Source: an optimization exercise on an open RTL-to-GDS flow (aim: small area, a short achievable clock period and few clock cycles). Production flows keep margins and buffers that such runs may drop.
At most, simulation tests tie the RTL to the original design; equivalence was not proved.
Power is estimated from default activity; no workload was simulated.

Setup of job 7549:
==> flow/design.v <==
module hufdec_len (
    input  wire [11:0] t,
    output wire        c2, c3, c4, c6, c8, c11, c12
);
  wire ones4 = t[11] & t[10] & t[9] & t[8];
  wire lo30  = ~t[7] & ~t[6] & ~(t[5] & t[4] & t[3] & t[2]);
  assign c2  = ~t[11] & ~t[10];
  assign c3  = ~t[11] &  t[10];
  assign c4  =  t[11] & ~t[10];
  assign c6  =  t[11] &  t[10] & ~t[9];
  assign c8  =  t[11] &  t[10] &  t[9] & ~t[8];
  assign c11 = ones4 &  lo30;
  assign c12 = ones4 & ~lo30;
endmodule
module hufdec_val (
    input  wire [11:0] t,
    input  wire        c3, c4, c6, c8, c11, c12,
    output wire [7:0]  val,
    output wire        eos
);
  wire [7:0] a = ({8{c4}}  & {7'd0, t[8]})   | ({8{c6}}  & {6'd0, t[7:6]}) |
                 ({8{c8}}  & {5'd0, t[6:4]}) | ({8{c11}} & {1'b0, t[7:1]}) |
                 ({8{c12}} & t[7:0]);
  wire       hi11 = t[7] | t[6] | t[5] | (t[4] & t[3] & t[2] & t[1]);    
  wire [7:0] b = ({8{c3}}  & (t[9] ? 8'hFF : 8'h01)) | ({8{c4}}  & (t[9] ? 8'hFD : 8'h02)) |
                 ({8{c6}}  & (t[8] ? 8'hF9 : 8'h04)) | ({8{c8}}  & (t[7] ? 8'hF1 : 8'h08)) |
                 ({8{c11}} & (hi11 ? 8'hD3 : 8'h10)) | ({8{c12}} & 8'hE3);
  wire [7:0] v = a + b;
  assign val = v;
  assign eos = c12 & (&t[7:0]);
endmodule
module hufdec (
    input  wire        clk,
    input  wire        rst,           
    input  wire        cmd_valid,
    output wire        cmd_ready,
    input  wire [1:0]  cmd_op,        
    input  wire [23:0] cmd_arg,
    output reg         out_valid,
    input  wire        out_ready,
    output reg         out_end,       
    output wire [7:0]  out_data,
    output wire [1:0]  out_reason     
);
  localparam W = 24;                  
  localparam CW = 5;
  localparam [1:0] OP_START = 2'd0, OP_BYTE = 2'd1, OP_END = 2'd2;
  reg          rdy;                   
  reg          s_v;                   
  reg  [1:0]   s_op;
  reg  [23:0]  s_arg;
  reg          run;                   
  reg  [W-1:0] bbuf;                  
  reg  [CW-1:0] cnt;
  reg  [23:0]  rem;
  reg          rem1;
  reg          out_lim;               
  reg  [7:0]   o_data;                
  reg          k_v, k_end, k_lim;     
  reg  [7:0]   k_data;
  assign cmd_ready  = rdy;
  assign out_data   = o_data;
  assign out_reason = o_data[1:0];
  wire [11:0] t = bbuf[W-1:W-12];
  wire c2, c3, c4, c6, c8, c11, c12;
  hufdec_len u_len (.t(t), .c2(c2), .c3(c3), .c4(c4), .c6(c6), .c8(c8), .c11(c11), .c12(c12));
  wire [7:0] sym;
  wire       eos;
  hufdec_val u_val (.t(t), .c3(c3), .c4(c4), .c6(c6), .c8(c8), .c11(c11), .c12(c12),
                    .val(sym), .eos(eos));
  wire en   = run & ~k_v;
  wire g2   = en & c2  & (cnt >= 2);
  wire g3   = en & c3  & (cnt >= 3);
  wire g4   = en & c4  & (cnt >= 4);
  wire g6   = en & c6  & (cnt >= 6);
  wire g8   = en & c8  & (cnt >= 8);
  wire g11  = en & c11 & (cnt >= 11);
  wire g12  = en & c12 & (cnt >= 12);
  wire go   = g2 | g3 | g4 | g6 | g8 | g11 | g12;
  wire drained = ~run | ~((c2 & (cnt >= 2)) | (c3 & (cnt >= 3)) | (c4 & (cnt >= 4)) |
                         (c6 & (cnt >= 6)) | (c8 & (cnt >= 8)) | (c11 & (cnt >= 11)) |
                         (c12 & (cnt >= 12)));
  wire s_start = s_v & (s_op == OP_START);
  wire s_byte  = s_v & (s_op == OP_BYTE);
  wire s_end   = s_v & (s_op == OP_END);
  wire ctl_ok  = drained & ~k_v;
  wire do_start = s_start & ctl_ok;
  wire do_end   = s_end & ctl_ok;
  wire room     = (cnt <= W - 8);    
  wire do_byte  = s_byte & room;
  wire s_done   = s_byte ? room : (s_start | s_end) ? ctl_ok : 1'b1;
  wire n_zero   = (s_arg == 24'd0);
  wire sym_byte = go & ~eos;
  wire stop     = (go & eos) | (sym_byte & rem1) | (do_end & run);
  wire [W-1:0] ins = do_byte ? ({s_arg[7:0], {(W-8){1'b0}}} >> cnt) : {W{1'b0}};
  wire [W-1:0] bm  = bbuf | ins;
  wire keep = ~go & ~do_start;
  wire [W-1:0] bbuf_n = ({W{keep}} & bm)        | ({W{g2}}  & (bm << 2))  |
                        ({W{g3}}  & (bm << 3))  | ({W{g4}}  & (bm << 4))  |
                        ({W{g6}}  & (bm << 6))  | ({W{g8}}  & (bm << 8))  |
                        ({W{g11}} & (bm << 11)) | ({W{g12}} & (bm << 12));
  wire [CW-1:0] ci = do_byte ? cnt + 5'd8 : cnt;
  wire [CW-1:0] cnt_d = ({CW{keep}} & ci)          | ({CW{g2}}  & (ci - 5'd2)) |
                        ({CW{g3}}  & (ci - 5'd3))  | ({CW{g4}}  & (ci - 5'd4)) |
                        ({CW{g6}}  & (ci - 5'd6))  | ({CW{g8}}  & (ci - 5'd8)) |
                        ({CW{g11}} & (ci - 5'd11)) | ({CW{g12}} & (ci - 5'd12));
  wire run_n = do_start ? ~n_zero : (run & ~stop);
  wire [CW-1:0] cnt_n = run_n ? cnt_d : {CW{1'b0}};
  wire       push   = go | (do_start & n_zero) | (do_end & run);
  wire       p_end  = ~sym_byte;
  wire       p_lim  = sym_byte & rem1;
  wire [7:0] p_data = sym_byte ? sym : {6'd0, go ? 2'd2 : do_end ? 2'd3 : 2'd1};
  wire out_take = out_valid & out_ready;
  wire out_free = ~out_valid | out_ready;
  wire fire = cmd_valid & rdy;
  wire s_v_n = fire | (s_v & ~s_done);
  wire [1:0] s_op_n = fire ? cmd_op : s_op;
  wire s_ctl_n = s_v_n & ~s_op_n[0];   
  wire s_byte_n = s_v_n & (s_op_n == OP_BYTE);
  wire k_v_n = out_take & out_lim ? k_v | push :
               out_free ? (k_v & push) : (k_v | push);
  wire fits_n = ~run_n | do_start | (keep & (ci <= W - 8)) | (g2 & (ci <= W - 6)) |
                (g3 & (ci <= W - 5)) | (g4 & (ci <= W - 4)) | (g6 & (ci <= W - 2)) |
                g8 | g11 | g12;
  wire rdy_n = s_ctl_n ? (~run_n & ~k_v_n) :
               s_byte_n ? fits_n : 1'b1;
  always @(posedge clk) begin
    if (rst) begin
      rdy       <= 1'b1;
      s_v       <= 1'b0;
      run       <= 1'b0;
      cnt       <= {CW{1'b0}};
      out_valid <= 1'b0;
      k_v       <= 1'b0;
    end else begin
      rdy <= rdy_n;
      s_v <= s_v_n;
      run <= run_n;
      cnt <= cnt_n;
      k_v <= k_v_n;
      if (out_take & out_lim)
        out_valid <= 1'b1;
      else if (out_free)
        out_valid <= k_v | push;
    end
    s_op <= s_op_n;
    if (rdy) s_arg <= cmd_arg;
    bbuf <= bbuf_n;
    if (do_start) begin
      rem  <= s_arg;
      rem1 <= (s_arg == 24'd1);
    end else if (sym_byte) begin
      rem  <= rem - 24'd1;
      rem1 <= (rem == 24'd2);
    end
    if (out_take & out_lim) begin
      out_end     <= 1'b1;
      out_lim     <= 1'b0;
      o_data[1:0] <= 2'd1;
    end else if (out_free) begin
      if (k_v) begin
        out_end <= k_end;
        out_lim <= k_lim;
        o_data  <= k_data;
      end else begin
        out_end <= p_end;
        out_lim <= p_lim;
        o_data  <= p_data;
      end
    end
    if (push) begin
      k_end  <= p_end;
      k_lim  <= p_lim;
      k_data <= p_data;
    end
  end
endmodule
==> flow/config.mk <==
export PLATFORM = sky130hd
export DESIGN_NAME = hufdec
export DESIGN_NICKNAME = hufdec
export VERILOG_FILES = /design/flow/design.v
export SDC_FILE = /design/flow/constraint.sdc
export NUM_CORES = 4
export LEC_CHECK = 0
export ABC_AREA = 1
export CAP_MARGIN = 20
export CORE_MARGIN = 2
export CORE_UTILIZATION = 40
export SLEW_MARGIN = 20
==> flow/constraint.sdc <==
create_clock -name core_clock -period 10.0 [get_ports {clk}]
set_input_delay 2.0000 -clock core_clock [delete_from_list [all_inputs] [get_ports {clk}]]
set_output_delay 2.0000 -clock core_clock [all_outputs]
set_load 0.01 [all_outputs]
standard.sh (not shown) runs the stock make flow with config.mk's settings and CLKGATE_MAP_FILE= SYNTH_SCRIPT=/design/flow/synth_recipe.tcl, a recipe that flattens the netlist after the stock synthesis.
==> flow/flow/run.sh <==
#!/bin/bash
# The standard flow (the standard.sh: ORFS synthesis through finish), with
# repair_timing asked to keep 7 ns of setup slack against the 10 ns clock, so
# that it sizes and buffers the design for a shorter achieved period. The
# clock, I/O delays and all other constraints are the design's own.
bash standard.sh SETUP_SLACK_MARGIN=7 finish > standard.log 2>&1
Testbench counts of job 7549, summed over its fixed seeds: cycles 52,153.
[inputs] job 2259 vs job 7549
diff --git a/flow/design.v b/flow/design.v
--- a/flow/design.v
+++ b/flow/design.v
@@ -49,14 +49,14 @@
   reg          s_v;                   
   reg  [1:0]   s_op;
   reg  [23:0]  s_arg;
   reg          run;                   
   reg  [W-1:0] bbuf;                  
   reg  [CW-1:0] cnt;
-  reg  [23:0]  rem;
-  reg          rem1;
+  reg  [23:0]  rem;                   
+  reg          rem1;                  
   reg          out_lim;               
   reg  [7:0]   o_data;                
   reg          k_v, k_end, k_lim;     
   reg  [7:0]   k_data;
   assign cmd_ready  = rdy;
   assign out_data   = o_data;
@@ -116,17 +116,14 @@
   wire s_v_n = fire | (s_v & ~s_done);
   wire [1:0] s_op_n = fire ? cmd_op : s_op;
   wire s_ctl_n = s_v_n & ~s_op_n[0];   
   wire s_byte_n = s_v_n & (s_op_n == OP_BYTE);
   wire k_v_n = out_take & out_lim ? k_v | push :
                out_free ? (k_v & push) : (k_v | push);
-  wire fits_n = ~run_n | do_start | (keep & (ci <= W - 8)) | (g2 & (ci <= W - 6)) |
-                (g3 & (ci <= W - 5)) | (g4 & (ci <= W - 4)) | (g6 & (ci <= W - 2)) |
-                g8 | g11 | g12;
   wire rdy_n = s_ctl_n ? (~run_n & ~k_v_n) :
-               s_byte_n ? fits_n : 1'b1;
+               s_byte_n ? (cnt_n <= W - 8) : 1'b1;
   always @(posedge clk) begin
     if (rst) begin
       rdy       <= 1'b1;
       s_v       <= 1'b0;
       run       <= 1'b0;
       cnt       <= {CW{1'b0}};
Results
Delta (job 2259 minus job 7549): maximum resistive drop on vdd now sits lower; fraction of the cycle the final worst path needs increased 0.63 points; cell-internal power fell by 10%.
Delta(switching share of total power, job 2259 - job 7549) > 0
Compared with job 7549, job 2259 shows a lower final-layout fill cell count.
Min largest net degree at the start of global routing across job 7549 and job 2259: job 7549
For job 2259, only the layout was checked, not whether the RTL still works.

==> what the ideal ports hide <==
No port has a modelled driver above. Below, the same layouts with a new extraction and two added sets of constraints. Step 1 assumes that a clkbuf_16 drives the clock port and a buf_2 every other input. Step 2 also shifts input and output timing later by t, the mid clock arrival at the registers, as if the neighbouring blocks saw the same clock. a / b / c = no drivers / after step 1 / after step 2; a / b = the first two.
run	t (ns)	setup WS [ns]	worst setup path after step 2	slew at the worst register clock pin (ns)
job 7549	0.410	7.045 / 6.997 / 6.735	input to register	0.08 / 0.08
job 2259	0.405	6.982 / 6.991 / 6.589	input to register	0.08 / 0.08
After both steps every run listed still meets setup and hold. For job 2259, which loses most, drivers alone change the setup slack by +0.009 ns; drivers and shift together by -0.393 ns.
